This is an optimization exercise on Yosys and OpenROAD, whose aim is small area, a short achievable clock period and few clock cycles, not a production implementation. RTL that was checked went through simulation tests only; none was proved equivalent to the original. Only the layout flow was run in runs 2, 3, 6 and 7; the RTL was not checked for function there. Power figures rest on the tool's default switching activity, not on a simulated workload.

==> flow/design.v <==
module swath_engine (
    input  wire        clk,
    input  wire        rst,
    input  wire        in_valid,
    output wire        in_ready,
    input  wire [5:0]  in_swath,
    input  wire        in_mirror,
    input  wire [63:0] in_sh_l,
    input  wire [63:0] in_sh_r,
    input  wire [63:0] in_lv_l,
    input  wire [63:0] in_lv_r,
    output wire        ev_valid,
    input  wire        ev_ready,
    output wire [15:0] ev_data,
    output wire        res_valid,
    output wire [6:0]  res_k
);
    localparam [2:0] G_IDLE   = 3'd0,    
                     G_SELCOL = 3'd1,
                     G_RCMD   = 3'd2,
                     G_RSEL   = 3'd3,
                     G_DATA   = 3'd4,
                     G_WR     = 3'd5,
                     G_END    = 3'd6;
    localparam [3:0] K_CMD = 4'd1, K_DATA = 4'd2, K_SELCOL = 4'd3,
                     K_SELROW = 4'd4, K_WRITE = 4'd5, K_END = 4'd6;
    wire [63:0] d_l  = in_sh_l ^ in_lv_l;
    wire [63:0] d_r  = in_sh_r ^ in_lv_r;
    wire [63:0] wl_n = in_sh_l & ~in_lv_l;
    wire [63:0] wr_n = in_sh_r & ~in_lv_r;
    wire [63:0] wl_m = in_mirror ? (wl_n | d_r) : wl_n;
    wire [63:0] wr_m = in_mirror ? (wr_n | d_l) : wr_n;
    wire [63:0] any_n   = d_l | d_r;
    wire        blank_n = ~|any_n;
    reg [63:0] any, wl, wr;      
    reg [5:0]  sw;
    reg        full;             
    reg [2:0]  gs;               
    reg        last;             
    reg        bl, br;           
    reg [6:0]  k;                
    reg        gbusy;            
    reg        evv;
    reg [15:0] evd;
    reg        resv;
    reg [6:0]  resk;
    reg [2:0]  cnt;              
    reg        hold;             
    reg [63:0] pre;              
    integer i;
    always @(*) begin
        pre[0] = 1'b0;
        for (i = 1; i < 64; i = i + 1) pre[i] = pre[i-1] | any[i-1];
    end
    wire [63:0] lo = any & ~pre;
    reg  [5:0]  lo_idx;
    integer j;
    always @(*) begin
        lo_idx = 6'd0;
        for (j = 0; j < 64; j = j + 1) lo_idx = lo_idx | ({6{lo[j]}} & j[5:0]);
    end
    wire lo_l = |(lo & wl);
    wire lo_r = |(lo & wr);
    wire adv    = ~evv | ev_ready;
    wire ev_end = evv & ev_ready & (evd[14:12] == 3'd6);    
    assign in_ready  = ~full & (cnt != 3'd6) & ~(gbusy & ~hold & (cnt != 3'd0));
    wire   take      = in_valid & in_ready;
    wire   take_b    = take & blank_n;
    wire   take_nb   = take & ~blank_n;
    assign ev_valid  = evv;
    assign ev_data   = evd;
    assign res_valid = resv;
    assign res_k     = resk;
    wire start = adv & (gs == G_IDLE) & full;
    always @(posedge clk) begin
        if (take) begin
            any <= any_n;
            wl  <= wl_m;
            wr  <= wr_m;
            sw  <= in_swath;
        end else if (adv && gs == G_RSEL) begin
            any <= any & pre;
        end
    end
    always @(posedge clk) begin
        if (adv && gs == G_RSEL) begin
            bl <= lo_l;
            br <= lo_r;
        end
        if (adv && gs == G_DATA) last <= ~|any;
        if (start) k <= 7'd0;
        else if (adv && gs == G_RSEL) k <= k + 7'd1;
        if (adv) begin
            case (gs)
                G_IDLE:   evd <= {K_CMD, 12'd0};
                G_SELCOL: evd <= {K_SELCOL, sw, sw};
                G_RCMD:   evd <= {K_CMD, 12'd0};
                G_RSEL:   evd <= {K_SELROW, lo_idx, lo_idx};
                G_DATA:   evd <= {K_DATA, 12'd0};
                G_WR:     evd <= {K_WRITE, 4'd0, {4{br}}, {4{bl}}};
                default:  evd <= {K_END, 12'd0};
            endcase
        end
        if (ev_end) resk <= k;
        else        resk <= 7'd0;
    end
    always @(posedge clk) begin
        if (rst) begin
            full  <= 1'b0;
            gs    <= G_IDLE;
            evv   <= 1'b0;
            gbusy <= 1'b0;
            resv  <= 1'b0;
            cnt   <= 3'd0;
            hold  <= 1'b0;
        end else begin
            if (adv) begin
                case (gs)
                    G_IDLE: begin
                        evv <= full;
                        if (full) gs <= G_SELCOL;
                    end
                    G_SELCOL: begin evv <= 1'b1; gs <= G_RCMD; end
                    G_RCMD:   begin evv <= 1'b1; gs <= G_RSEL; end
                    G_RSEL:   begin evv <= 1'b1; gs <= G_DATA; end
                    G_DATA:   begin evv <= 1'b1; gs <= G_WR;   end
                    G_WR:     begin evv <= 1'b1; gs <= last ? G_END : G_RCMD; end
                    default:  begin evv <= 1'b1; gs <= G_IDLE; end
                endcase
            end
            if (take_nb)
                full <= 1'b1;
            else if (adv && gs == G_DATA && ~|any)
                full <= 1'b0;
            if (start)
                gbusy <= 1'b1;
            else if (ev_end)
                gbusy <= 1'b0;
            resv <= ev_end | ((cnt != 3'd0) & ~hold);
            cnt  <= cnt + {2'd0, take_b}
                        - {2'd0, ~ev_end & (cnt != 3'd0) & ~hold};
            if (take_b && (gbusy && !ev_end))
                hold <= 1'b1;
            else if (ev_end)
                hold <= 1'b0;
        end
    end
endmodule
==> flow/run.sh <==
#!/bin/bash
# synth_recipe.tcl (not shown) runs the flow's synth.tcl, then flattens the netlist and writes it again
# the make line also repeats each setting of config.mk as NAME=value (left out here)
make -C /OpenROAD-flow-scripts/flow DESIGN_CONFIG=/design/flow/config.mk WORK_HOME=/design/flow/orfs CLKGATE_MAP_FILE= SYNTH_SCRIPT=/design/flow/synth_recipe.tcl finish
==> flow/config.mk <==
export PLATFORM = sky130hd
export DESIGN_NAME = swath_engine
export DESIGN_NICKNAME = swath_engine
export VERILOG_FILES = /design/flow/design.v
export SDC_FILE = /design/flow/constraint.sdc
export NUM_CORES = 4
export LEC_CHECK = 0
export CAP_MARGIN = 20
export CORE_MARGIN = 2
export CORE_UTILIZATION = 40
export SLEW_MARGIN = 20
==> flow/constraint.sdc <==
create_clock -name core_clock -period 10.0 [get_ports {clk}]
set_input_delay 2.0000 -clock core_clock [delete_from_list [all_inputs] [get_ports {clk}]]
set_output_delay 2.0000 -clock core_clock [all_outputs]
set_load 0.01 [all_outputs]
==> metrics.cfg, run 1 <==
[outcome]
status = timing/DRC/antenna clean

[finish]
fin_nets = 2207
utilization_pct = 51.8
mostFrequentLayoutCells = 290 x clkdlybuf4s50_1, 279 x inv_1, 216 x edfxtp_1
area_growth_syn_to_layout_pct = 27.8
multi_input_area_sq_um = 6900
fillerInstances = 3455
seqCellArea_sq_um = 6990
post_route_cells_drive_above_1_share_pct = 6.41
final_common_cell = clkdlybuf4s50_1

[sta]
setup_tns_ns = 0
tightest_slew_ns = 1.03
post-route-period-util_pct = 56.4
maxSlewHeadroom_pct = 31.5
max_freq_ghz = 0.177
finClkSkew_ns = 0.0151
min_period_ns = 5.64
rsz0062_at_grt = no
setup_viol = 0
hold_violations = 0
maxSlewViolCount = 0

[routing]
post_drt_wl_per_cell_um = 20.3
ant_nets = 0
finalWirelength_mm = 47.4
drc_errors = 0
drt-initial-drc-count = 1046
vias = 12638
viasPerCell = 5.41
dr.pass1.iters = 5

[critical_path]
cp_top_family = simple AND/OR/NAND/NOR gates
cp.depth = 17
critPathKind = in -> reg
cp_slowest_cell = nor4_1
critPathMaxStageDelay_ns = 0.79
start_kind = input pin
rr_worst_depth = 7
cp-end-kind = flop
critPathArrivalTime_ns = 6.05
critPathBufInv = 4
worstPathCellList = clkdlybuf4s50_1, inv_1, ha_1, and2_1, nand3_1, nor4_1, nand4_1, nor2_1, nand2_1, ha_1, inv_1, ha_1, inv_1, fa_1, xnor2_1, xnor2_1, nor2_1
worstPathRequired_ns = 10.41
crit_fanout = 2

[cts]
cts-root-buf = clkbuf_16
clk_pin_slew_worst_paths_ns = 0.06
cts_tree = done
postCtsHoldBufs = 0
post_cts_resized = 0
numCtsBuffers = 27
post-cts-setup-buffers = 0
htreeDepth = 1
clockBufferDepth = 3
clock-sinks = 241
clock_latency_ns = 0.55

[min_path]
min_path_type = reg -> reg
min_path_cells = 1

[synth]
avgSynthCellArea_sq_um = 9.82
synth-seq-cells = 241
synth.distinct_cells = 83
synth_area_leaders = edfxtp_1 43%, ha_1 11%, inv_1 6.9%
synthesis.area_sq_um = 15200
yosysTopAreaCellShare_pct = 42.6
synthFlopType = edfxtp_1
postSynth.asyncResetShare_pct = 0
synth_warnings = 1
syn-num-nets = 1948
ys_seq_area_share_pct = 45.9
synth_edf_count = 216
synth_cells = 1549
synth_area_leader_cell = edfxtp_1

[placement]
port_buffers = 291
gp_congestion = 0.894
dp_hpwl_mm = 36.1

[floorplan]
dieArea_sq_um = 39600
num_io_pins = 293
rows = 71
core_sq_um = 37600
initial_core_util_pct = 40.5
fp.dieH_um = 199
fp.dieW_um = 199

[grt]
grt_pass1_vias = 12217
grt-ovfl-total = 0
track_usage_pct = 23.5
grt_pass1_wl_mm = 70.9
grt_max_degree = 79
antenna_found_initial = 1

[power_and_ir_drop]
power_density_nw_per_um2 = 173
p_leak_uw = 0.00852
ir_worst_vdd_v = 0.000124

[flow_run]
max_cap_violations = 0

==> path summary, 6_finish.rpt <==
kind	startpoint	endpoint	slack, ns
max	in_lv_r[63]	cnt[2]	4.36
max reg2reg	any[24]	evd[6]	6.14
min reg2reg	k[6]	resk[6]	0.50
min	k[6]	resk[6]	0.50
==> Yosys cell counts (6+ instances only) <==
master and instances:
inv_1 280, o31ai_1 6, and3_1 6, nor4_1 22
a21o_1 128, nor2_1 63, clkbuf_1 58, o211ai_1 22
or4_1 8, ha_1 131, a31o_2 38, or3_1 6
nor4_2 6, dfxtp_1 25, a22oi_1 12, nand2_1 92
nand4_1 38, a31oi_1 6, edfxtp_1 216, nand3_1 44
o21ai_0 60, nor2b_1 14, buf_2 8, nand2b_1 8
and2_1 31, nor3_1 24, a21oi_1 67
==> kinds of logic after synthesis <==
family / count (synthesis) / share of synthesized area [%]
xor gates and xnor gates: 7 / 0.403
other: 1 / 0.0246
muxes: 2 / 0.132
buffers and inverters: 352 / 8.89
and+or+nand+nor: 401 / 14.5
DFF: 241 / 45.9
adders and majority gates: 132 / 10.9
AOI/OAI and AO/OA: 413 / 19.2
==> flip-flops by register name, summed over array words and instances (netlist names) <==
name   flops
any       64
wl        64
wr        64
evd       15
k          7
resk       7
sw         6
cnt        3
gs         3
bl         1
br         1
evv        1
full       1
gbusy      1
hold       1
last       1
resv       1
==> cell type report <==
type | count | area share, %
Clock inverter | 14 | 0.894
Antenna cell | 1 | 0.0129
Multi-Input combinational cell | 956 | 35.5
Tap cell | 511 | 3.29
Clock buffer | 33 | 3.59
Sequential cell | 241 | 35.9
Timing Repair Buffer | 302 | 15.4
Inverter | 280 | 5.42
==> power breakdown <==
part           switching (uW)  total [uW]  internal [uW]  leakage (uW)
clock network             407        1000            596      0.000428
registers                 187        1530           1350       0.00230
logic                     453         828            375       0.00579
==> per-stage QoR <==
stage                     hold WS [ns]  setup WS (ns)  instances  area (sq um)  total power, uW
after floorplan                  0.450           2.33       1549         15200             2020
after CTS                        0.496           4.39       2337         19400             3380
after global routing             0.518           4.04       2338         19400             3530
after detailed placement         0.480           3.83       2290         18600             2370
after global placement           0.472           3.80       2290         18600             2360
final                            0.496           4.36       2338         19400             3370
==> worst reg2reg max path: stages, from the launching register on <==
cell and delay, ns:
edfxtp_1 0.55, nor4_4 0.61, nand4_1 0.41, or4_1 0.77
nor3b_1 0.62, nor4b_1 0.17, a311oi_2 0.44, o21a_1 0.17
==> layer usage <==
layer	part of all wire (%)	vias to the layer above	wire, um	GRT usage (%)
met5	0	-	0	0
met2	44	469	20900	35.8
met4	2.2	0	1050	5.42
met1	47	5990	22200	34.7
li1	-	6124	-	-
met3	6.9	55	3250	3.90
Testbench counts, summed over its fixed seeds: cycles 19,839.
==> inputs of run 2 (changes only) <==
--- a/flow/design.v
+++ b/flow/design.v
@@ -37,2 +37,4 @@
     reg        full;             
+    reg        sb;               
+    reg        clr;              
     reg [2:0]  gs;               
@@ -42,3 +44,3 @@
     reg        gbusy;            
-    reg        evv;
+    reg        evv, evend;
     reg [15:0] evd;
@@ -61,10 +63,13 @@
     end
-    wire lo_l = |(lo & wl);
-    wire lo_r = |(lo & wr);
-    wire adv    = ~evv | ev_ready;
-    wire ev_end = evv & ev_ready & (evd[14:12] == 3'd6);    
-    assign in_ready  = ~full & (cnt != 3'd6) & ~(gbusy & ~hold & (cnt != 3'd0));
-    wire   take      = in_valid & in_ready;
-    wire   take_b    = take & blank_n;
-    wire   take_nb   = take & ~blank_n;
+    wire lo_l  = |(lo & wl);
+    wire lo_r  = |(lo & wr);
+    wire multi = |(any & pre);   
+    wire adv      = ~evv | ev_ready;
+    wire ev_end   = evv & ev_ready & evend;      
+    wire gen_rsel = adv & (gs == G_RSEL);
+    wire take     = in_valid & in_ready;
+    wire retire   = full & sb;                   
+    wire start    = adv & (gs == G_IDLE) & full & ~sb;
+    wire drain    = ~ev_end & (cnt != 3'd0) & ~hold;
+    assign in_ready  = (~full | sb) & (cnt <= 3'd4) & ~(gbusy & ~hold & (cnt != 3'd0));
     assign ev_valid  = evv;
@@ -73,3 +78,2 @@
     assign res_k     = resk;
-    wire start = adv & (gs == G_IDLE) & full;
     always @(posedge clk) begin
@@ -80,3 +84,4 @@
             sw  <= in_swath;
-        end else if (adv && gs == G_RSEL) begin
+            sb  <= blank_n;
+        end else if (clr) begin
             any <= any & pre;
@@ -85,9 +90,9 @@
     always @(posedge clk) begin
-        if (adv && gs == G_RSEL) begin
-            bl <= lo_l;
-            br <= lo_r;
+        if (gen_rsel) begin
+            bl   <= lo_l;
+            br   <= lo_r;
+            last <= ~multi;
         end
-        if (adv && gs == G_DATA) last <= ~|any;
         if (start) k <= 7'd0;
-        else if (adv && gs == G_RSEL) k <= k + 7'd1;
+        else if (gen_rsel) k <= k + 7'd1;
         if (adv) begin
@@ -102,5 +107,5 @@
             endcase
+            evend <= (gs == G_END);
         end
-        if (ev_end) resk <= k;
-        else        resk <= 7'd0;
+        resk <= ev_end ? k : 7'd0;
     end
@@ -109,2 +114,3 @@
             full  <= 1'b0;
+            clr   <= 1'b0;
             gs    <= G_IDLE;
@@ -116,2 +122,3 @@
         end else begin
+            clr <= gen_rsel;
             if (adv) begin
@@ -119,4 +126,4 @@
                     G_IDLE: begin
-                        evv <= full;
-                        if (full) gs <= G_SELCOL;
+                        evv <= full & ~sb;
+                        if (full & ~sb) gs <= G_SELCOL;
                     end
@@ -130,5 +137,5 @@
             end
-            if (take_nb)
+            if (take)
                 full <= 1'b1;
-            else if (adv && gs == G_DATA && ~|any)
+            else if (retire || (gen_rsel && !multi))
                 full <= 1'b0;
@@ -138,6 +145,5 @@
                 gbusy <= 1'b0;
-            resv <= ev_end | ((cnt != 3'd0) & ~hold);
-            cnt  <= cnt + {2'd0, take_b}
-                        - {2'd0, ~ev_end & (cnt != 3'd0) & ~hold};
-            if (take_b && (gbusy && !ev_end))
+            resv <= ev_end | drain;
+            cnt  <= cnt + {2'd0, retire} - {2'd0, drain};
+            if (retire && gbusy && !ev_end)
                 hold <= 1'b1;
==> run 2 against run 1 <==
Sequential power is 11% higher. Wire length is 4.9% higher. First-iteration DRC count is 5.4% lower. Synthesized cell count is 5.4% higher. Hold slack worse by 0.0021 ns. Maximum frequency is 32% higher.
==> metrics.cfg, run 2 <==
[placement]
port_buffers = 291  ; unchanged
place_area_sq_um = 18900  ; +2.1%
dp_hpwl_mm = 38.5  ; +6.6%
gp_congestion = 0.912  ; +2.0%

[critical_path]
critPathBufInv = 3  ; -1
crit_fanout = 104  ; +102
cp_top_family = buffers and inverters
timing.rr.start = any[0]
critPathLaunch = in_valid
cp_slowest_cell = inv_6
r2r_slack_ns = 5.75  ; -0.39 ns
worstPathRequired_ns = 10.26  ; -0.15 ns
critPathArrivalTime_ns = 4.54  ; -1.51 ns
start_kind = input pin
worstPathCellList = clkdlybuf4s50_1, nand2_4, inv_6, buf_4, o21ai_0
cp-end-kind = flop
critPathMaxStageDelay_ns = 0.74  ; -0.05 ns
critPathKind = in -> reg

[synth]
synth_most_common_cell = inv_1
ys_seq_area_share_pct = 45.2  ; -0.74 points
avgSynthCellArea_sq_um = 9.58  ; -2.5%
synth-seq-cells = 244  ; +1.2%
synth_edf_count = 218  ; +0.93%
synth_warnings = 1  ; unchanged
yosysTopAreaCellShare_pct = 41.8  ; -0.78 points
synth_area_leaders = edfxtp_1 42%, ha_1 10%, inv_1 6.7%
synth_cells = 1633  ; +5.4%
syn-num-nets = 2032  ; +4.3%
synth_common_cells = 280 x inv_1, 218 x edfxtp_1, 137 x a21o_1, 131 x ha_1, 105 x nor2_1
synthesis.area_sq_um = 15600  ; +2.8%
synthFlopType = edfxtp_1
postSynth.asyncResetShare_pct = 0  ; unchanged
synth_area_leader_cell = edfxtp_1
synth.distinct_cells = 76  ; -8.4%

[finish]
design_area_sq_um = 19700  ; +1.5%
reg_top3 = any x64, wl x64, wr x64
area_growth_syn_to_layout_pct = 26.1
antenna_cells = 0  ; -1
fillerInstances = 3591  ; +3.9%
final_common_cell = clkdlybuf4s50_1
post_route_cells_drive_above_1_share_pct = 5.33  ; -1.1 points
mostFrequentLayoutCells = 290 x clkdlybuf4s50_1, 279 x inv_1, 218 x edfxtp_1
fin_nets = 2274  ; +3.0%

[power_and_ir_drop]
switchingPower_uw = 1220  ; +17%
intPower_uw = 2340  ; +0.86%
clkPwrFrac_pct = 25.5  ; -4.3 points
ir_worst_vdd_v = 0.000113  ; -8.6%
sw_frac_of_total_pct = 34.4  ; +3.3 points
pwr-share-seq_pct = 47.6  ; +2.0 points
p_comb_share_pct = 27.0  ; +2.4 points
power_density_nw_per_um2 = 181  ; +4.4%
p_leak_uw = 0.00869  ; +2.0%

[floorplan]
core_sq_um = 38600  ; +2.8%
rows = 72  ; +1.4%
num_io_pins = 293  ; unchanged
initial_core_util_pct = 40.5  ; about the same
dieArea_sq_um = 40700  ; +2.8%
fp.dieH_um = 202  ; +1.4%
fp.dieW_um = 202  ; +1.4%

[cts]
clockBufferDepth = 3  ; unchanged
clock-sinks = 244  ; +1.2%
cts-root-buf = clkbuf_16
postCtsHoldBufs = 0  ; unchanged
clock_latency_ns = 0.54  ; about the same
post-cts-setup-buffers = 0  ; unchanged
post_cts_resized = 0  ; unchanged
cts_tree = done
clk_pin_slew_worst_paths_ns = 0.06  ; about the same
numCtsBuffers = 27  ; unchanged
htreeDepth = 1  ; unchanged

[min_path]
hold_start = k[6]
min_path_type = reg -> reg

[sta]
maxSlewHeadroom_pct = 23.8  ; -7.7 points
tightest_slew_ns = 1.13  ; +0.105 ns
rsz0062_at_grt = no
setup_tns_ns = 0  ; unchanged
hold_violations = 0  ; unchanged
setup_viol = 0  ; unchanged
max_freq_ghz = 0.233  ; +32%
post-route-period-util_pct = 42.9  ; -14 points
maxSlewViolCount = 0  ; unchanged
min_period_ns = 4.29  ; -1.35 ns
finClkSkew_ns = 0.0107  ; -0.00432 ns

[routing]
drt-initial-drc-count = 990  ; -5.4%
vias = 13382  ; +5.9%
ant_nets = 0  ; unchanged
finalWirelength_mm = 49.7  ; +4.9%
drc_errors = 0  ; unchanged
viasPerCell = 5.55  ; +2.6%
dr.pass1.iters = 6  ; +1
post_drt_wl_per_cell_um = 20.6  ; +1.6%

[outcome]
status = timing/DRC/antenna clean

[grt]
grt-ovfl-total = 0  ; unchanged
grt_pass1_wl_mm = 75.8  ; +6.9%
grt_max_degree = 105  ; +33%
track_usage_pct = 23.8  ; +0.38 points
antenna_found_initial = 0  ; -1
grt_pass1_vias = 12972  ; +6.2%

[flow_run]
max_cap_violations = 0  ; unchanged

[run 2: cell count changes after synthesis, moves of 8 or more]
| cell | change |
|---|---|
| a21o_1 | +9 |
| a22oi_1 | +8 |
| and2_1 | -20 |
| and3_1 | +8 |
| clkbuf_1 | +20 |
| nand2_1 | -23 |
| nor2_1 | +42 |
| nor3_1 | +12 |
| nor4_1 | +11 |
| o211ai_1 | -14 |
| or3_1 | +8 |
[run 2: final timing paths]
kind / to / depth (start not counted)
hold reg to reg: resk[6] / 1
setup reg to reg: br / 8
setup / recovery: any[15] / 5
hold / removal: resk[6] / 1
[run 2: through the flow]
step	worst slack [ns]	total power [uW]	hold slack [ns]	instances	util, %
floorplan	2.94	2240	0.450	1633	-
global placement	5.11	2640	0.494	2364	49.0
detailed placement	5.03	2660	0.489	2364	49.0
CTS	5.60	3570	0.499	2413	51.1
global route	5.42	3740	0.500	2413	51.1
finish	5.71	3560	0.494	2413	51.1
[run 2: routing by layer]
layer / up-vias / global-route usage [%] / wire length, um
met3: 55 / 3.79 / 3470
met4: 0 / 5.12 / 1020
met5: - / 0 / 0
met1: 6386 / 34.8 / 22900
met2: 519 / 37.3 / 22300
li1: 6422 / - / -
[run 2: final cells by class]
class | instances | area (sq um) | area share, %
multi-input combinational | 1021 | 7190 | 36.4
clock inverter | 12 | 71.3 | 0.361
clock buffer | 37 | 713 | 3.61
sequential | 244 | 7070 | 35.8
inverter | 280 | 1060 | 5.35
tap | 518 | 648 | 3.28
timing repair buffer | 301 | 2990 | 15.1
[run 2: power by group through the flow]
stage	Combinational [uW]	Sequential [uW]	Clock, uW
after global placement	942	1700	0
after floorplan	696	1540	0
final	961	1700	907
after detailed placement	956	1700	0
after CTS	964	1690	923
after global routing	1060	1720	963
[run 2: kinds of logic after synthesis]
logic type,Yosys count,share of synthesized area [%]
other,1,0.0240
multiplexers,1,0.0640
AO/OA/AOI/OAI,444,20.1
XOR/XNOR,8,0.448
buffers and inverters,368,8.95
AND/OR/NAND/NOR,431,14.4
flip-flops,244,45.2
adder cells (fa/ha/maj),136,10.9
[run 2: worst reg2reg max path, delay by kind of cell, from the launching register on]
| family | cells | cell delay [ns] |
|---|---|---|
| AO/OA/AOI/OAI | 1 | 0.75 |
| flip-flops | 1 | 0.70 |
| AND/OR/NAND/NOR | 7 | 2.46 |
==> inputs of run 3 (changes only) <==
--- a/flow/config.mk
+++ b/flow/config.mk
@@ -7,2 +7,3 @@
 export LEC_CHECK = 0
+export ABC_CLOCK_PERIOD_IN_PS = 2500
 export CAP_MARGIN = 20
@@ -10,2 +11,3 @@
 export CORE_UTILIZATION = 40
+export SETUP_SLACK_MARGIN = 5
 export SLEW_MARGIN = 20
==> run 3 against run 2 <==
Hold slack improved by 0.014 ns. Worst setup slack got worse by 0.16 ns. Die area unchanged. Total power decreased by 0.41%. Count of clock-buffer cells in the layout increased by 2. Wire length about the same.
==> metrics.cfg, run 3 <==
[outcome]
status = timing/DRC/antenna clean

[synth]
ys_seq_area_share_pct = 45.2  ; unchanged
synth_common_cells = 280 x inv_1, 218 x edfxtp_1, 137 x a21o_1, 131 x ha_1, 105 x nor2_1
synthesis.area_sq_um = 15600  ; unchanged
postSynth.asyncResetShare_pct = 0  ; unchanged
synthFlopType = edfxtp_1
synth_area_leader_cell = edfxtp_1
synth_warnings = 1  ; unchanged
avgSynthCellArea_sq_um = 9.58  ; unchanged
synth_most_common_cell = inv_1
synth_edf_count = 218  ; unchanged
yosysTopAreaCellShare_pct = 41.8  ; unchanged
synth_cells = 1633  ; unchanged
synth-seq-cells = 244  ; unchanged
syn-num-nets = 2032  ; unchanged
synth.distinct_cells = 76  ; unchanged
synth_area_leaders = edfxtp_1 42%, ha_1 10%, inv_1 6.7%

[grt]
grtUsageMet2_pct = 35.8  ; -1.5 points
use_met3_pct = 3.73  ; -0.065 points
track_usage_pct = 23.9  ; about the same
grt_max_degree = 106  ; +0.95%
grt_pass1_vias = 13020  ; +0.37%
grt-ovfl-total = 0  ; unchanged
grt_use_met1_pct = 35.0  ; +0.26 points
antenna_found_initial = 0  ; unchanged
grt_pass1_wl_mm = 75.4  ; -0.50%
busiest_layer = met2

[sta]
tightest_slew_ns = 1.05  ; -0.0836 ns
max_freq_ghz = 0.225  ; -3.6%
setup_tns_ns = 0  ; unchanged
maxSlewViolCount = 0  ; unchanged
post-route-period-util_pct = 44.5  ; +1.6 points
setup_viol = 0  ; unchanged
min_period_ns = 4.45  ; +0.160 ns
rsz0062_at_grt = no
finClkSkew_ns = 0.0175  ; +0.00679 ns
maxSlewHeadroom_pct = 29.5  ; +5.6 points
hold_violations = 0  ; unchanged

[critical_path]
worstPathCellList = clkdlybuf4s50_1, nand2_4, inv_6, buf_4, nor2_1, a21o_1
worstPathRequired_ns = 10.29  ; +0.03 ns
crit_fanout = 105  ; +0.96%
critPathMaxStageDelay_ns = 0.79  ; +0.05 ns
cp-end-kind = flop
critPathBufInv = 3  ; unchanged
cp.depth = 6  ; +1
critPathKind = in -> reg
rr_worst_depth = 8  ; unchanged
critPathArrivalTime_ns = 4.74  ; +0.20 ns
start_kind = input pin
cp_top_family = buffers and inverters
cp_slowest_cell = inv_6

[finish]
fin_nets = 2273  ; -0.044%
final_common_cell = clkdlybuf4s50_1
reg_top3 = any x64, wl x64, wr x64
area_growth_syn_to_layout_pct = 26.0  ; about the same
antenna_cells = 0  ; unchanged
utilization_pct = 51.0  ; about the same
post_route_cells_drive_above_1_share_pct = 5.07  ; -0.26 points
mostFrequentLayoutCells = 290 x clkdlybuf4s50_1, 279 x inv_1, 218 x edfxtp_1

[power_and_ir_drop]
ir_worst_vdd_v = 0.0000974  ; -14%
p_comb_share_pct = 27.0  ; about the same
p_leak_uw = 0.00868  ; -0.13%
pwr-share-seq_pct = 47.6  ; about the same
intPower_uw = 2340  ; -0.13%
clkPwrFrac_pct = 25.3  ; -0.2 points
sw_frac_of_total_pct = 34.2  ; -0.18 points
power_density_nw_per_um2 = 180  ; -0.31%
switchingPower_uw = 1210  ; -0.93%

[min_path]
min_path_cells = 1  ; unchanged
min_path_type = reg -> reg

[routing]
post_drt_wl_per_cell_um = 20.6  ; about the same
ant_nets = 0  ; unchanged
dr.pass1.iters = 5  ; -1
viasPerCell = 5.56  ; +0.26%
vias = 13411  ; +0.22%
finalWirelength_mm = 49.7  ; about the same
drc_errors = 0  ; unchanged
drt-initial-drc-count = 1123  ; +13%

[cts]
post_cts_resized = 0  ; unchanged
cts_tree = done
clockBufferDepth = 3  ; unchanged
clock_latency_ns = 0.55  ; about the same
postCtsHoldBufs = 0  ; unchanged
numCtsBuffers = 27  ; unchanged
clock-sinks = 244  ; unchanged
cts-root-buf = clkbuf_16
htreeDepth = 1  ; unchanged
post-cts-setup-buffers = 0  ; unchanged
clk_pin_slew_worst_paths_ns = 0.06  ; about the same

[floorplan]
rows = 72  ; unchanged
core_sq_um = 38600  ; unchanged
num_io_pins = 293  ; unchanged
fp.dieW_um = 202  ; unchanged
fp.dieH_um = 202  ; unchanged
initial_core_util_pct = 40.5  ; unchanged
dieArea_sq_um = 40700  ; unchanged

[placement]
port_buffers = 291  ; unchanged
gp_congestion = 0.928  ; +1.8%
dp_hpwl_mm = 38.5  ; about the same

[flow_run]
max_cap_violations = 0  ; unchanged

[run 3: stage by stage]
| step | hold WS, ns | area, sq um | power, uW | instances | worst slack (ns) |
|---|---|---|---|---|---|
| 2_1_floorplan | 0.450 | 15600 | 2230 | 1633 | 5.16 |
| 3_3_place_gp | 0.499 | 18900 | 2640 | 2363 | 4.99 |
| 3_5_place_dp | 0.501 | 18900 | 2660 | 2363 | 4.94 |
| 4_1_cts | 0.512 | 19700 | 3560 | 2412 | 5.51 |
| 5_1_grt | 0.533 | 19700 | 3730 | 2412 | 5.33 |
| 6_report | 0.508 | 19700 | 3550 | 2412 | 5.55 |
[run 3: power by group through the flow]
stage / clock network [uW] / registers, uW / logic, uW
finish: 899 / 1690 / 959
floorplan: 0 / 1530 / 696
detailed placement: 0 / 1700 / 957
global route: 949 / 1720 / 1060
global placement: 0 / 1700 / 944
CTS: 914 / 1680 / 962
[run 3: worst reg2reg max path, delay by kind of cell (launching register included)]
kind / cells / cell delay (ns)
AND/OR/NAND/NOR: 7 / 2.53
flip-flops: 1 / 0.65
AO/OA/AOI/OAI: 1 / 0.64
[run 3: final timing paths]
| path | from | endpoint | slack [ns] |
|---|---|---|---|
| setup / recovery | in_valid | any[27] | 5.55 |
| hold / removal | k[6] | resk[6] | 0.51 |
| setup reg to reg | any[6] | br | 5.87 |
| hold reg to reg | k[6] | resk[6] | 0.51 |
[run 3: cells by family (layout without fill, tap and decap cells)]
kind of cell    after synthesis  count (layout)  share of synthesized area [%]
mux                           1               1                         0.0640
other cells                   1               1                         0.0240
flops                       244             244                           45.2
buf+inv                     368             629                           8.95
simple gates                431             431                           14.4
fa+ha+maj                   136             136                           10.9
compound gates              444             444                           20.1
xor+xnor                      8               8                          0.448
[run 3: metal layers]
layer | vias to the layer above | routed length [um]
met1 | 6374 | 22900
met5 | - | 0
met2 | 527 | 21400
li1 | 6423 | -
met4 | 0 | 1690
met3 | 87 | 3680
[run 3: area by class of cell]
cell class                      instances  area [sq um]
Sequential cell                       244          7070
Inverter                              280          1060
Multi-Input combinational cell       1021          7190
Fill cell                            3586         18900
Tap cell                              518           648
Clock inverter                         10          51.3
Timing Repair Buffer                  300          2980
Clock buffer                           39           721
==> inputs of run 4 (changes only) <==
--- a/flow/design.v
+++ b/flow/design.v
@@ -79,3 +79,3 @@
     always @(posedge clk) begin
-        if (take) begin
+        if (in_ready) begin
             any <= any_n;
@@ -84,3 +84,2 @@
             sw  <= in_swath;
-            sb  <= blank_n;
         end else if (clr) begin
@@ -88,2 +87,3 @@
         end
+        if (take) sb <= blank_n;
     end
--- a/flow/config.mk
+++ b/flow/config.mk
@@ -7,3 +7,2 @@
 export LEC_CHECK = 0
-export ABC_CLOCK_PERIOD_IN_PS = 2500
 export CAP_MARGIN = 20
@@ -11,3 +10,2 @@
 export CORE_UTILIZATION = 40
-export SETUP_SLACK_MARGIN = 5
 export SLEW_MARGIN = 20
==> run 4 against run 3 <==
Still clean on timing, DRC and antenna. Core utilization rose by 0.38 points. Register-to-register slack got worse by 0.21 ns. Synthesized cell count grew 1.5%. Critical endpoint is now in_ready. Largest cell class unchanged.
==> metrics.cfg, run 4 <==
[grt]
grt_pass1_vias = 13258  ; +1.8%
grt_max_degree = 74  ; -30%
antenna_found_initial = 2  ; +2
grt-ovfl-total = 0  ; unchanged
grt_pass1_wl_mm = 76.4  ; +1.3%
track_usage_pct = 23.8  ; about the same

[placement]
pre_cts_slack_ns = 5.37  ; +0.434 ns
port_buffers = 291  ; unchanged
dp_hpwl_mm = 39.0  ; +1.2%
gp_congestion = 0.921  ; -0.75%
dp.cells = 2391  ; +1.2%

[critical_path]
start_kind = flop
critPathArrivalTime_ns = 2.84  ; -1.90 ns
cp_top_family = buffers and inverters
worstPathCellList = nor3_1, o21ai_4, buf_4, inv_6, clkdlybuf4s50_1
critPathBufInv = 3  ; unchanged
cp_slowest_cell = clkdlybuf4s50_1
critPathKind = reg -> out
cp-end-kind = primary output
r2r_slack_ns = 5.66  ; -0.21 ns
crit_fanout = 43  ; -59%
critPathMaxStageDelay_ns = 0.64  ; -0.15 ns
worstPathRequired_ns = 8.00  ; -2.29 ns

[finish]
seqCellArea_sq_um = 7070  ; unchanged
reg_top3 = any x64, wl x64, wr x64
fin_nets = 2301  ; +1.2%
post_route_cells_drive_above_1_share_pct = 5.51  ; +0.44 points
final_common_cell = clkdlybuf4s50_1
final_cells = 2443  ; +1.3%
area_growth_syn_to_layout_pct = 26.2
fillerInstances = 3586  ; unchanged
mostFrequentLayoutCells = 290 x clkdlybuf4s50_1, 285 x inv_1, 218 x edfxtp_1
multi_input_area_sq_um = 7340  ; +2.1%
utilization_pct = 51.4  ; +0.38 points

[synth]
yosysTopAreaCellShare_pct = 41.4  ; -0.45 points
synth_warnings = 1  ; unchanged
synth.distinct_cells = 88  ; +16%
synth_cells = 1658  ; +1.5%
synth-seq-cells = 244  ; unchanged
synth_edf_count = 218  ; unchanged
synth_area_leaders = edfxtp_1 41%, ha_1 10%, inv_1 6.8%
postSynth.asyncResetShare_pct = 0  ; unchanged
synth_common_cells = 286 x inv_1, 218 x edfxtp_1, 131 x ha_1, 130 x a21o_1, 97 x nor2_1
synth_area_leader_cell = edfxtp_1
syn-num-nets = 2057  ; +1.2%
synthFlopType = edfxtp_1
synthesis.area_sq_um = 15800  ; +1.1%
ys_seq_area_share_pct = 44.7  ; -0.49 points
synth_most_common_cell = inv_1
avgSynthCellArea_sq_um = 9.54  ; -0.44%

[routing]
drc_errors = 0  ; unchanged
dr.pass1.iters = 6  ; +1
post_drt_wl_per_cell_um = 20.5  ; -0.39%
ant_nets = 0  ; unchanged
vias = 13437  ; +0.19%
viasPerCell = 5.50  ; -1.1%
finalWirelength_mm = 50.1  ; +0.89%
drt-initial-drc-count = 1022  ; -9.0%

[floorplan]
rows = 72  ; unchanged
dieArea_sq_um = 41100  ; +1.1%
fp.dieH_um = 203  ; +0.53%
initial_core_util_pct = 40.7  ; +0.25 points
fp.dieW_um = 203  ; +0.53%
num_io_pins = 293  ; unchanged
core_sq_um = 38800  ; +0.47%

[cts]
postCtsHoldBufs = 0  ; unchanged
clock_latency_ns = 0.54  ; about the same
clk_pin_slew_worst_paths_ns = 0.06  ; about the same
post_cts_resized = 0  ; unchanged
clockBufferDepth = 3  ; unchanged
post-cts-setup-buffers = 0  ; unchanged
cts-root-buf = clkbuf_16
htreeDepth = 1  ; unchanged
cts_tree = done
clock-sinks = 244  ; unchanged
numCtsBuffers = 27  ; unchanged

[power_and_ir_drop]
power_density_nw_per_um2 = 213  ; +18%
finalPower_uw = 4260  ; +20%
ir_worst_vdd_v = 0.000114  ; +17%
p_leak_uw = 0.00885  ; +1.9%

[sta]
setup_viol = 0  ; unchanged
rsz0062_at_grt = no
hold_violations = 0  ; unchanged
maxSlewViolCount = 0  ; unchanged
setup_tns_ns = 0  ; unchanged
finClkSkew_ns = 0.0107  ; -0.00685 ns
min_period_ns = 4.84  ; +0.391 ns
max_freq_ghz = 0.207  ; -8.1%
tightest_slew_ns = 1.01  ; -0.0353 ns
fin_ws_ns = 5.16  ; -0.391 ns
maxSlewHeadroom_pct = 32.5  ; +3.0 points
post-route-period-util_pct = 48.4  ; +3.9 points

[flow_run]
max_cap_violations = 0  ; unchanged

[outcome]
status = timing/DRC/antenna clean

[min_path]
min_path_type = reg -> reg

run 4: changes by cell type after synthesis, moves of 9 or more:
cell,change
a2111oi_0,+9
nand3b_1,+11
nand2_1,+18
a22oi_1,-9
run 4: cells by family (layout without fill, tap and decap cells):
group | Yosys count | after routing | share of synthesized area (%)
buf+inv | 371 | 636 | 8.97
flops | 244 | 244 | 44.7
simple gates | 456 | 456 | 15.5
other cells | 1 | 3 | 0.0237
fa+ha+maj | 136 | 136 | 10.7
xor+xnor | 8 | 8 | 0.443
compound gates | 441 | 441 | 19.5
mux | 1 | 1 | 0.0633
run 4: power breakdown:
| part | internal [uW] | switching (uW) | total, uW | leakage (uW) |
|---|---|---|---|---|
| Clock | 546 | 398 | 944 | 0.000407 |
| Sequential | 1610 | 431 | 2040 | 0.00245 |
| Combinational | 517 | 753 | 1270 | 0.00599 |
run 4: tightest hold or removal path, stage by stage (launching register included):
cell	delay [ns]
dfxtp_1	0.33
nand2_1	0.06
a21oi_1	0.05
run 4: through the flow:
step	cell area, sq um	hold WS [ns]
6_report	20000	0.487
4_1_cts	19900	0.494
3_5_place_dp	19100	0.485
5_1_grt	19900	0.508
3_3_place_gp	19100	0.476
2_1_floorplan	15800	0.450
run 4: layout make-up:
class,count,area share (%)
Antenna cell,2,0.0251
Clock buffer,39,3.77
Clock inverter,11,0.414
Inverter,286,5.41
Multi-Input combinational cell,1043,36.8
Sequential cell,244,35.4
Tap cell,518,3.25
Timing Repair Buffer,300,14.9
run 4: path summary, 6_finish.rpt:
path / start / endpoint / cells after the start
setup / recovery: cnt[1] / in_ready / 5
hold / removal: k[1] / k[1] / 2
setup reg to reg: any[8] / last / 8
hold reg to reg: k[1] / k[1] / 2
run 4: routing by layer:
metal | global-route usage [%] | vias to the layer above | part of all wire [%]
met3 | 4.24 | 85 | 7.6
met5 | 0 | - | 0.026
li1 | - | 6503 | -
met4 | 8.60 | 2 | 3.7
met2 | 37.1 | 496 | 44
met1 | 33.3 | 6351 | 45
Testbench counts of run 4, summed over its fixed seeds: cycles 19,708.
==> inputs of run 5 (changes only) <==
==> flow/flow/run.sh (new file) <==
#!/bin/bash
# Layout flow: the standard ORFS flow (standard synthesis, unchanged),
# with small port buffers and the timing repair aimed at extra setup slack.
set -euo pipefail
export BUFFER_PORTS_ARGS="-buffer_cell sky130_fd_sc_hd__buf_1"
export SETUP_SLACK_MARGIN=6.5
bash standard.sh > orfs_make.log 2>&1
==> flow/standard.sh (new file) <==
#!/bin/bash
# synth_recipe.tcl (not shown) runs the flow's synth.tcl, then flattens the netlist and writes it again
# the make line also repeats each setting of config.mk as NAME=value (left out here)
make -C /OpenROAD-flow-scripts/flow DESIGN_CONFIG=/design/flow/config.mk WORK_HOME=/design/flow/orfs CLKGATE_MAP_FILE= SYNTH_SCRIPT=/design/flow/synth_recipe.tcl "${@:-finish}"
removed: flow/run.sh
==> run 5 against run 4 <==
Global-route usage shrank 0.13 points. Total power increased by 2.3%. Hold slack improved by 0.0062 ns. Clock skew increased by 0.0023 ns. Synthesized cell count stayed put. Via count rose by 0.68%. Core utilization fell by 3.5 points. Critical path depth stayed put. Final area decreased by 6.8%. Die area unchanged. Synthesized area unchanged.
==> metrics.cfg, run 5 <==
[sta]
setup_tns_ns = 0  ; unchanged
post-route-period-util_pct = 36.2  ; -12 points
setup_viol = 0  ; unchanged
max_freq_ghz = 0.276  ; +34%
finClkSkew_ns = 0.0130  ; +0.00230 ns
rsz0062_at_grt = yes
maxSlewHeadroom_pct = 33.9  ; +1.4 points
fin_ws_ns = 6.38  ; +1.22 ns
hold_violations = 0  ; unchanged
tightest_slew_ns = 0.992  ; -0.0208 ns
maxSlewViolCount = 0  ; unchanged
min_period_ns = 3.62  ; -1.22 ns

[cts]
numCtsBuffers = 28  ; +3.7%
clock-sinks = 244  ; unchanged
clockBufferDepth = 3  ; unchanged
cts-root-buf = clkbuf_16
htreeDepth = 1  ; unchanged
cts_tree = done
clock_latency_ns = 0.55  ; about the same
clk_pin_slew_worst_paths_ns = 0.06  ; about the same

[flow_run]
max_cap_violations = 0  ; unchanged

[critical_path]
cp_top_family = compound AO/OA/AOI/OAI gates
critPathBufInv = 2  ; -1
critPathMaxStageDelay_ns = 0.34  ; -0.30 ns
worstPathRequired_ns = 8.00  ; about the same
critPathArrivalTime_ns = 1.62  ; -1.22 ns
critPathLaunch = cnt[0]
cp_slowest_cell = dfxtp_2
critPathKind = reg -> out
start_kind = flop
crit_fanout = 3  ; -93%
cp-end-kind = primary output
worstPathCellList = o21a_1, a21oi_2, o21ai_4, bufinv_16, buf_6
timing.rr.start = any[16]

[floorplan]
core_sq_um = 38800  ; unchanged
dieArea_sq_um = 41100  ; unchanged
num_io_pins = 293  ; unchanged
rows = 72  ; unchanged
initial_core_util_pct = 40.7  ; unchanged
fp.dieW_um = 203  ; unchanged
fp.dieH_um = 203  ; unchanged

[power_and_ir_drop]
p_leak_uw = 0.00827  ; -6.5%
ir_worst_vdd_v = 0.000125  ; +9.6%
finalPower_uw = 4350  ; +2.3%
power_density_nw_per_um2 = 234  ; +9.8%

[finish]
post_route_cells_drive_above_1_share_pct = 8.47  ; +3.0 points
reg_top3 = any x64, wl x64, wr x64
fin_nets = 2326  ; +1.1%
final_cells = 2465  ; +0.90%
design_area_sq_um = 18600  ; -6.8%
antenna_cells = 0  ; -2
area_growth_syn_to_layout_pct = 17.6
final_common_cell = buf_1
mostFrequentLayoutCells = 290 x buf_1, 283 x inv_1, 218 x edfxtp_1

[synth]
synth_edf_count = 218  ; unchanged
synthFlopType = edfxtp_1
synth-seq-cells = 244  ; unchanged
yosysTopAreaCellShare_pct = 41.4  ; unchanged
syn-num-nets = 2057  ; unchanged
synth_warnings = 1  ; unchanged
synth_cells = 1658  ; unchanged
synth_most_common_cell = inv_1
synth_area_leaders = edfxtp_1 41%, ha_1 10%, inv_1 6.8%
avgSynthCellArea_sq_um = 9.54  ; unchanged
synth_area_leader_cell = edfxtp_1
synthesis.area_sq_um = 15800  ; unchanged
postSynth.asyncResetShare_pct = 0  ; unchanged
synth_common_cells = 286 x inv_1, 218 x edfxtp_1, 131 x ha_1, 130 x a21o_1, 97 x nor2_1
synth.distinct_cells = 88  ; unchanged
ys_seq_area_share_pct = 44.7  ; unchanged

[routing]
dr.pass1.iters = 7  ; +1
viasPerCell = 5.49  ; -0.22%
wl_met1_mm = 22.9  ; +1.7%
ant_nets = 0  ; unchanged
finalWirelength_mm = 50.4  ; +0.53%
drc_errors = 0  ; unchanged
dr_wl_met3_mm = 3.68  ; -3.2%
routed.top_layer = met4
wl_met2_mm = 22.4  ; +2.0%
post_drt_wl_per_cell_um = 20.4  ; -0.37%
vias = 13528  ; +0.68%
drt-initial-drc-count = 1149  ; +12%

[min_path]
hold_start = k[6]
min_path_type = reg -> reg

[grt]
grt-ovfl-total = 0  ; unchanged
grt_pass1_wl_mm = 75.1  ; -1.7%
grt_max_degree = 71  ; -4.1%
antenna_found_initial = 1  ; -1
grt_pass1_vias = 13039  ; -1.7%
track_usage_pct = 23.7  ; -0.13 points

[outcome]
status = timing/DRC/antenna clean

[placement]
port_buffers = 291  ; unchanged
gp_congestion = 0.927  ; +0.60%
pre_cts_slack_ns = 5.93  ; +0.562 ns
dp.cells = 2393  ; +0.084%
place_area_sq_um = 17300  ; -9.4%
dp_hpwl_mm = 38.3  ; -1.7%

run 5: worst register-to-register path, cell delays in order (launching register included):
cell and delay, ns:
edfxtp_1 0.57, or3_4 0.51, nor4b_4 0.46, nand3_4 0.27, or4_1 0.68, o21ai_1 0.18
o31ai_1 0.08, and4bb_2 0.40, and2_1 0.14
run 5: layout make-up:
type | instances | area (sq um)
sequential | 244 | 7070
clock inverter | 14 | 145
inverter | 286 | 1100
timing repair inverter | 2 | 17.5
tap | 518 | 648
fill | 3741 | 20200
multi-input combinational | 1044 | 7520
clock buffer | 36 | 772
timing repair buffer | 321 | 1330
run 5: worst paths after layout:
| check | endpoint | cells after the start | slack [ns] |
|---|---|---|---|
| setup / recovery | in_ready | 5 | 6.38 |
| hold / removal | resk[6] | 1 | 0.49 |
| setup reg to reg | last | 8 | 6.58 |
| hold reg to reg | resk[6] | 1 | 0.49 |
run 5: per-stage QoR:
stage          util, %  hold WS [ns]
2_1_floorplan        -         0.450
3_3_place_gp      44.6         0.476
3_5_place_dp      44.6         0.473
4_1_cts           47.4         0.494
5_1_grt           47.9         0.516
6_report          47.9         0.493
run 5: routing by layer:
layer,vias up,global-route usage [%]
li1,6553,-
met1,6388,33.4
met2,501,37.6
met3,86,4.01
met4,0,6.62
met5,-,0
run 5: cells by family (layout without fill, tap and decap cells):
| logic type | Yosys count | count (layout) | synth area share (%) |
|---|---|---|---|
| other | 1 | 1 | 0.0237 |
| flip-flops | 244 | 244 | 44.7 |
| multiplexers | 1 | 1 | 0.0633 |
| adder cells (fa/ha/maj) | 136 | 136 | 10.7 |
| AND/OR/NAND/NOR | 456 | 457 | 15.5 |
| AO/OA/AOI/OAI | 441 | 441 | 19.5 |
| buffers and inverters | 371 | 659 | 8.97 |
| XOR/XNOR | 8 | 8 | 0.443 |
run 5: timing repair:
item                       CTS  global route
cloned                       2             1
pin swaps                    4             4
resized for setup           18            24
setup endpoints to repair   23            20
buffers inserted            11             8
hold buffers                 0             0
run 5: power breakdown:
part,internal [uW],switching (uW),total (uW)
registers,1610,450,2060
clock network,618,410,1030
logic,479,786,1260
==> inputs of run 6 (changes only) <==
--- a/flow/design.v
+++ b/flow/design.v
@@ -50,2 +50,3 @@
     reg        hold;             
+    reg        rdy;              
     reg [63:0] pre;              
@@ -73,3 +74,3 @@
     wire drain    = ~ev_end & (cnt != 3'd0) & ~hold;
-    assign in_ready  = (~full | sb) & (cnt <= 3'd4) & ~(gbusy & ~hold & (cnt != 3'd0));
+    assign in_ready  = rdy;
     assign ev_valid  = evv;
@@ -87,3 +88,3 @@
         end
-        if (take) sb <= blank_n;
+        sb <= sb_n;
     end
@@ -111,2 +112,9 @@
     end
+    wire       full_n  = take | (full & ~retire & ~(gen_rsel & ~multi));
+    wire       sb_n    = take ? blank_n : sb;
+    wire       gbusy_n = start | (gbusy & ~ev_end);
+    wire       hold_n  = (retire & gbusy & ~ev_end) | (hold & ~ev_end);
+    wire [2:0] cnt_n   = cnt + {2'd0, retire} - {2'd0, drain};
+    wire       rdy_n   = (~full_n | sb_n) & (cnt_n <= 3'd4) &
+                         ~(gbusy_n & ~hold_n & (cnt_n != 3'd0));
     always @(posedge clk) begin
@@ -121,2 +129,3 @@
             hold  <= 1'b0;
+            rdy   <= 1'b1;
         end else begin
@@ -137,16 +146,8 @@
             end
-            if (take)
-                full <= 1'b1;
-            else if (retire || (gen_rsel && !multi))
-                full <= 1'b0;
-            if (start)
-                gbusy <= 1'b1;
-            else if (ev_end)
-                gbusy <= 1'b0;
-            resv <= ev_end | drain;
-            cnt  <= cnt + {2'd0, retire} - {2'd0, drain};
-            if (retire && gbusy && !ev_end)
-                hold <= 1'b1;
-            else if (ev_end)
-                hold <= 1'b0;
+            full  <= full_n;
+            gbusy <= gbusy_n;
+            resv  <= ev_end | drain;
+            cnt   <= cnt_n;
+            hold  <= hold_n;
+            rdy   <= rdy_n;
         end
--- a/flow/flow/run.sh
+++ b/flow/flow/run.sh
@@ -5,3 +5,3 @@
 export BUFFER_PORTS_ARGS="-buffer_cell sky130_fd_sc_hd__buf_1"
-export SETUP_SLACK_MARGIN=6.5
+export SETUP_SLACK_MARGIN=7.5
 bash standard.sh > orfs_make.log 2>&1
==> run 6 against run 5 <==
Highest routed layer unchanged. Clock skew barely moved. Via count increased by 6.9%. Largest power group unchanged. Combinational power decreased by 21%. Critical path type is now in -> reg.
==> metrics.cfg, run 6 <==
[floorplan]
rows = 72  ; unchanged
core_sq_um = 38700  ; -0.23%
fp.dieH_um = 202  ; -0.21%
initial_core_util_pct = 40.6  ; -0.080 points
fp.dieW_um = 202  ; -0.21%
dieArea_sq_um = 41000  ; -0.42%
num_io_pins = 293  ; unchanged

[cts]
htreeDepth = 1  ; unchanged
clock_latency_ns = 0.57  ; +0.02 ns
cts-root-buf = clkbuf_16
clockBufferDepth = 3  ; unchanged
clock-sinks = 245  ; +0.41%
clk_pin_slew_worst_paths_ns = 0.06  ; about the same
postCtsHoldBufs = 0  ; unchanged
cts_tree = done
numCtsBuffers = 28  ; unchanged

[grt]
grt_pass1_wl_mm = 83.8  ; +11%
track_usage_pct = 26.6  ; +2.9 points
grt-ovfl-total = 0  ; unchanged
busiest_layer = met2
grt_pass1_vias = 14056  ; +7.8%
grtUsageMet2_pct = 40.0  ; +2.4 points
antenna_found_initial = 1  ; unchanged
grt_max_degree = 95  ; +34%
grt_use_met1_pct = 38.2  ; +4.8 points
use_met3_pct = 4.72  ; +0.71 points

[finish]
fin_nets = 2489  ; +7.0%
area_growth_syn_to_layout_pct = 55.1
mostFrequentLayoutCells = 217 x edfxtp_1, 158 x buf_1, 130 x inv_2
fillerInstances = 3252  ; -13%
post_route_cells_drive_above_1_share_pct = 46.7  ; +38 points
reg_top3 = any x64, wl x64, wr x64
final_common_cell = edfxtp_1

[synth]
synthesis.area_sq_um = 15700  ; -0.43%
synthFlopType = edfxtp_1
synth.distinct_cells = 82  ; -6.8%
synth_area_leader_cell = edfxtp_1
synth_warnings = 1  ; unchanged
avgSynthCellArea_sq_um = 9.42  ; -1.3%
synth_cells = 1672  ; +0.84%
synth-seq-cells = 245  ; +0.41%
synth_area_leaders = edfxtp_1 41%, ha_1 10%, inv_1 6.5%
synth_edf_count = 217  ; -0.46%
ys_seq_area_share_pct = 44.9  ; +0.26 points
yosysTopAreaCellShare_pct = 41.4  ; about the same
synth_common_cells = 273 x inv_1, 217 x edfxtp_1, 192 x nand2_1, 131 x ha_1, 128 x a21o_1
postSynth.asyncResetShare_pct = 0  ; unchanged
syn-num-nets = 2071  ; +0.68%
synth_most_common_cell = inv_1

[sta]
setup_viol = 0  ; unchanged
hold_violations = 0  ; unchanged
rsz0062_at_grt = yes
min_period_ns = 3.65  ; +0.0345 ns
max_freq_ghz = 0.274  ; -0.95%
setup_tns_ns = 0  ; unchanged
fin_ws_ns = 6.35  ; -0.0345 ns
maxSlewViolCount = 0  ; unchanged
maxSlewHeadroom_pct = 31.2  ; -2.7 points
finClkSkew_ns = 0.0129  ; -0.0000444 ns
post-route-period-util_pct = 36.5  ; +0.35 points
tightest_slew_ns = 1.03  ; +0.0363 ns

[critical_path]
r2r_end = full
crit_end = rdy
critPathKind = in -> reg
start_kind = input pin
r2r_slack_ns = 6.87  ; +0.29 ns
worstPathRequired_ns = 10.45  ; +2.45 ns
critPathArrivalTime_ns = 4.10  ; +2.48 ns
crit_fanout = 2  ; -1
cp-end-kind = flop
timing.rr.start = any[3]
critPathLaunch = ev_ready
rr_worst_depth = 8  ; unchanged

[power_and_ir_drop]
p_leak_uw = 0.0103  ; +25%
power_density_nw_per_um2 = 138  ; -41%
ir_worst_vdd_v = 0.0000860  ; -31%
finalPower_uw = 3370  ; -23%

[routing]
vias = 14461  ; +6.9%
drt-initial-drc-count = 1156  ; +0.61%
drc_errors = 0  ; unchanged
post_drt_wl_per_cell_um = 21.1  ; +3.3%
dr.pass1.iters = 6  ; -1
ant_nets = 0  ; unchanged
finalWirelength_mm = 55.5  ; +10%
viasPerCell = 5.50  ; +0.19%

[outcome]
status = timing/DRC/antenna clean

[placement]
dp_hpwl_mm = 40.4  ; +5.3%
pre_cts_slack_ns = 5.58  ; -0.350 ns
port_buffers = 291  ; unchanged
gp_congestion = 0.950  ; +2.5%

[min_path]
min_path_type = reg -> reg
min_path_cells = 1  ; unchanged

[flow_run]
max_cap_violations = 0  ; unchanged

-- run 6: routing by layer --
layer | vias up | part of all wire (%)
met1 | 6852 | 44
met5 | - | 0
li1 | 6819 | -
met3 | 120 | 8.3
met2 | 670 | 43
met4 | 0 | 4.1
-- run 6: repair_timing --
| item | CTS | global route |
|---|---|---|
| gates cloned | 7 | 0 |
| pin swaps | 77 | 85 |
| resized for setup | 307 | 156 |
| setup endpoints to repair | 312 | 141 |
| setup buffers | 121 | 46 |
-- run 6: worst min path at each step --
stage / to / startpoint / slack [ns]
after floorplan: resk[6] / k[6] / 0.45
after global placement: resk[6] / k[6] / 0.48
after detailed placement: resk[6] / k[6] / 0.49
after CTS: resk[6] / k[6] / 0.51
after global routing: resk[6] / k[6] / 0.52
final: resk[6] / k[6] / 0.50
-- run 6: power breakdown --
group | leakage [uW] | switching, uW | internal, uW
logic | 0.00751 | 572 | 429
registers | 0.00244 | 116 | 1300
clock network | 0.000401 | 429 | 525
total | 0.0103 | 1120 | 2250
-- run 6: through the flow --
step | util (%) | hold slack [ns] | std cells | area [sq um]
finish | 63.0 | 0.504 | 2630 | 24400
global route | 63.0 | 0.521 | 2630 | 24400
CTS | 60.6 | 0.515 | 2583 | 23500
detailed placement | 53.1 | 0.487 | 2404 | 20600
global placement | 53.1 | 0.483 | 2404 | 20600
floorplan | - | 0.454 | 1672 | 19400
-- run 6: area by class of cell --
cell class / count / area (sq um) / area share (%)
multi-input combinational: 1077 / 10400 / 42.7
sequential: 245 / 7090 / 29.1
timing repair buffer: 463 / 3060 / 12.5
inverter: 273 / 2340 / 9.59
clock buffer: 31 / 733 / 3.00
tap: 518 / 648 / 2.65
clock inverter: 20 / 108 / 0.441
timing repair inverter: 2 / 15.0 / 0.0615
antenna: 1 / 2.50 / 0.0102
-- run 6: logic make-up after synthesis --
kind of cell	after synthesis	synth area share [%]
simple gates	527	17.2
mux	6	0.405
compound gates	390	17.1
buf+inv	354	8.81
other cells	1	0.0238
fa+ha+maj	141	11.1
xor+xnor	8	0.445
flops	245	44.9
-- run 6: critical path, stage by stage --
cell     delay (ns)
buf_8          0.10
and3_4         0.17
nor3_4         0.12
ha_1           0.26
inv_2          0.07
ha_4           0.12
inv_2          0.03
fa_2           0.34
xor2_1         0.16
xnor2_1        0.16
maj3_2         0.37
a21oi_2        0.14
a21oi_1        0.05
==> inputs of run 7 (changes only) <==
--- a/flow/flow/run.sh
+++ b/flow/flow/run.sh
@@ -5,3 +5,3 @@
 export BUFFER_PORTS_ARGS="-buffer_cell sky130_fd_sc_hd__buf_1"
-export SETUP_SLACK_MARGIN=7.5
+export SETUP_SLACK_MARGIN=6.5
 bash standard.sh > orfs_make.log 2>&1
==> run 7 against run 6 <==
Combinational power decreased by 39%. Die area stayed put. Sequential cell count unchanged. Total power down 7.1%. Critical path depth unchanged. Final area is 23% lower. Critical endpoint unchanged. Count of clock-buffer cells in the layout is 9 higher. Register-to-register slack worse by 0.28 ns. Sequential share of layout area up 8.6 points. Still clean on timing, DRC and antenna.
==> metrics.cfg, run 7 <==
[routing]
post_drt_wl_per_cell_um = 20.3  ; -3.7%
vias = 13591  ; -6.0%
finalWirelength_mm = 51.0  ; -8.1%
drt-initial-drc-count = 1155  ; -0.087%
ant_nets = 0  ; unchanged
drc_errors = 0  ; unchanged
viasPerCell = 5.41  ; -1.5%
dr.pass1.iters = 7  ; +1

[min_path]
min_path_cells = 1  ; unchanged
min_path_type = reg -> reg

[critical_path]
worstPathRequired_ns = 10.45  ; about the same
start_kind = input pin
critPathArrivalTime_ns = 4.03  ; -0.07 ns
crit_fanout = 3  ; +1
cp-end-kind = flop
critPathKind = in -> reg
rr_worst_depth = 9  ; +1

[cts]
clockBufferDepth = 3  ; unchanged
clock-sinks = 245  ; unchanged
numCtsBuffers = 28  ; unchanged
cts_tree = done
clk_pin_slew_worst_paths_ns = 0.06  ; about the same
clock_latency_ns = 0.58  ; about the same
cts-root-buf = clkbuf_16
htreeDepth = 1  ; unchanged

[synth]
synth_warnings = 1  ; unchanged
avgSynthCellArea_sq_um = 9.42  ; unchanged
synth_common_cells = 273 x inv_1, 217 x edfxtp_1, 192 x nand2_1, 131 x ha_1, 128 x a21o_1
ys_seq_area_share_pct = 44.9  ; unchanged
synth_area_leader_cell = edfxtp_1
synthFlopType = edfxtp_1
yosysTopAreaCellShare_pct = 41.4  ; unchanged
synth_area_leaders = edfxtp_1 41%, ha_1 10%, inv_1 6.5%
synth.distinct_cells = 82  ; unchanged
synth_most_common_cell = inv_1
synthesis.area_sq_um = 15700  ; unchanged
postSynth.asyncResetShare_pct = 0  ; unchanged
synth_edf_count = 217  ; unchanged
synth-seq-cells = 245  ; unchanged
syn-num-nets = 2071  ; unchanged
synth_cells = 1672  ; unchanged

[placement]
dp_hpwl_mm = 39.0  ; -3.3%
gp_congestion = 0.959  ; +1.0%
port_buffers = 291  ; unchanged

[sta]
max_freq_ghz = 0.280  ; +2.1%
setup_tns_ns = 0  ; unchanged
min_period_ns = 3.58  ; -0.0743 ns
finClkSkew_ns = 0.0351  ; +0.0221 ns
post-route-period-util_pct = 35.8  ; -0.74 points
setup_viol = 0  ; unchanged
hold_violations = 0  ; unchanged
maxSlewViolCount = 0  ; unchanged
maxSlewHeadroom_pct = 33.5  ; +2.3 points
rsz0062_at_grt = yes
tightest_slew_ns = 0.998  ; -0.0305 ns

[grt]
grt_max_degree = 92  ; -3.2%
grt_pass1_wl_mm = 76.3  ; -8.9%
antenna_found_initial = 0  ; -1
grt-ovfl-total = 0  ; unchanged
track_usage_pct = 24.3  ; -2.3 points
grt_pass1_vias = 12994  ; -7.6%

[floorplan]
dieArea_sq_um = 41000  ; unchanged
num_io_pins = 293  ; unchanged
core_sq_um = 38700  ; unchanged
fp.dieH_um = 202  ; unchanged
initial_core_util_pct = 40.6  ; unchanged
fp.dieW_um = 202  ; unchanged
rows = 72  ; unchanged

[power_and_ir_drop]
ir_worst_vdd_v = 0.0000938  ; +9.1%
p_leak_uw = 0.00885  ; -15%
power_density_nw_per_um2 = 167  ; +21%
finalPower_uw = 3130  ; -7.1%

[finish]
mostFrequentLayoutCells = 289 x buf_1, 272 x inv_1, 217 x edfxtp_1
final_common_cell = buf_1
area_growth_syn_to_layout_pct = 19.4
fillerInstances = 3741  ; +15%
fin_nets = 2369  ; -4.8%
post_route_cells_drive_above_1_share_pct = 8.18  ; -39 points
antenna_cells = 0  ; -1
reg_top3 = any x64, wl x64, wr x64

[flow_run]
max_cap_violations = 0  ; unchanged

[outcome]
status = timing/DRC/antenna clean

run 7: cell count changes in the layout (fill, tap and decap cells not counted), moves of 52 or more:
| cell | before | now |
|---|---|---|
| buf_1 | 158 | 289 |
| buf_2 | 76 | 0 |
| buf_4 | 124 | 52 |
| buf_6 | 60 | 1 |
| ha_1 | 2 | 131 |
| ha_4 | 129 | 0 |
| inv_1 | 14 | 272 |
| inv_12 | 99 | 0 |
| inv_2 | 130 | 0 |
| nand2_1 | 121 | 191 |
| nand2_2 | 52 | 0 |
| o21ai_0 | 23 | 92 |
| o21ai_1 | 65 | 2 |
run 7: per-layer routing:
| layer | vias to the layer above | part of all wire, % | global-route usage (%) | wire [um] |
|---|---|---|---|---|
| met5 | - | 0 | 0 | 0 |
| met3 | 86 | 8.0 | 3.76 | 4080 |
| met1 | 6386 | 45 | 34.9 | 23200 |
| met2 | 578 | 44 | 37.7 | 22200 |
| li1 | 6541 | - | - | - |
| met4 | 0 | 3.1 | 7.19 | 1560 |
run 7: worst paths after layout:
check        startpoint       to  slack, ns
max            ev_ready      rdy       6.42
min                k[6]  resk[6]       0.48
max reg2reg      any[1]       bl       6.59
min reg2reg        k[6]  resk[6]       0.48
run 7: area by class of cell:
| type | instances | area [sq um] | share of cell area, % |
|---|---|---|---|
| Inverter | 273 | 1030 | 5.47 |
| Clock inverter | 12 | 175 | 0.932 |
| Timing Repair Buffer | 347 | 1560 | 8.29 |
| Multi-Input combinational cell | 1074 | 7520 | 40.0 |
| Sequential cell | 245 | 7080 | 37.7 |
| Clock buffer | 40 | 776 | 4.13 |
| Timing Repair inverter | 1 | 5.00 | 0.0266 |
| Tap cell | 518 | 648 | 3.45 |
run 7: repair_timing:
action,in CTS,in global routing
pin swaps,9,4
setup buffers,20,27
gates resized for setup,25,22
hold endpoints to repair,0,0
hold buffers,0,0
cloned,2,0
endpoints found under the setup margin,26,17
run 7: cell families (layout without fill, tap and decap cells):
kind of cell | count (synthesis) | after routing | synth area share (%)
AOI/OAI and AO/OA | 390 | 390 | 17.1
xor gates and xnor gates | 8 | 8 | 0.445
adders and majority gates | 141 | 141 | 11.1
buffers and inverters | 354 | 673 | 8.81
DFF | 245 | 245 | 44.9
muxes | 6 | 6 | 0.405
other | 1 | 1 | 0.0238
and+or+nand+nor | 527 | 528 | 17.2
run 7: critical path: stages:
cell and delay (ns):
clkbuf_2 0.11, and3_4 0.19, nor3_4 0.12, ha_1 0.25
inv_1 0.05, ha_1 0.13, inv_1 0.05, fa_2 0.33
xor2_1 0.16, xnor2_1 0.15, maj3_2 0.33, a21oi_2 0.12
a21oi_1 0.05
run 7: per-stage QoR:
step / cells / setup WS, ns / hold slack [ns] / utilization, % / area [sq um]
after floorplan: 1672 / 5.88 / 0.450 / - / 15800
after global placement: 2409 / 5.22 / 0.472 / 44.5 / 17200
after detailed placement: 2409 / 5.12 / 0.467 / 44.5 / 17200
after CTS: 2483 / 6.36 / 0.482 / 47.7 / 18500
after global routing: 2510 / 6.30 / 0.498 / 48.5 / 18800
final: 2510 / 6.42 / 0.477 / 48.5 / 18800
run 7: report_power, final:
group | internal [uW] | switching (uW)
Combinational | 244 | 368
Clock | 642 | 426
Sequential | 1300 | 152

-- afterwards: timing with drivers on the ports --
How much do the figures lean on ideal ports? The routed layouts below were timed once more, with nothing changed but the port constraints. Step 1 assumes that a clkbuf_16 drives the clock port and a buf_2 every other input. Step 2 moves the port delays by t, midway between the first and last clock arrival at a register: inputs arrive t later, outputs are due t later. That takes back most of the time a late clock gives input paths. a / b / c = ideal ports / drivers / drivers and shift; a / b = the first two.
run | t, ns | slack for setup (ns) | worst hold slack (ns) | clock arrival spread, ns | worst slew at a driven data input, ns
run 1 | 0.595 | 4.363 / 4.393 / 3.798 | 0.496 / 0.496 / 0.496 | 0.015 / 0.016 | 0.09
run 2 | 0.587 | 5.715 / 5.735 / 5.147 | 0.494 / 0.494 / 0.494 | 0.012 / 0.011 | 0.07
run 3 | 0.592 | 5.555 / 5.578 / 4.986 | 0.508 / 0.508 / 0.508 | 0.018 / 0.018 | 0.08
run 4 | 0.591 | 5.164 / 5.109 / 5.365 | 0.487 / 0.487 / 0.487 | 0.010 / 0.011 | 0.10
run 5 | 0.601 | 6.383 / 6.326 / 6.028 | 0.493 / 0.493 / 0.493 | 0.014 / 0.014 | 0.05
run 6 | 0.616 | 6.348 / 6.363 / 5.747 | 0.504 / 0.504 / 0.504 | 0.014 / 0.014 | 0.08
run 7 | 0.609 | 6.423 / 6.453 / 5.844 | 0.477 / 0.477 / 0.477 | 0.035 / 0.036 | 0.05
After both steps every run listed still meets setup and hold. For run 6, which loses most, drivers alone change the setup slack by +0.015 ns; drivers and shift together by -0.601 ns.
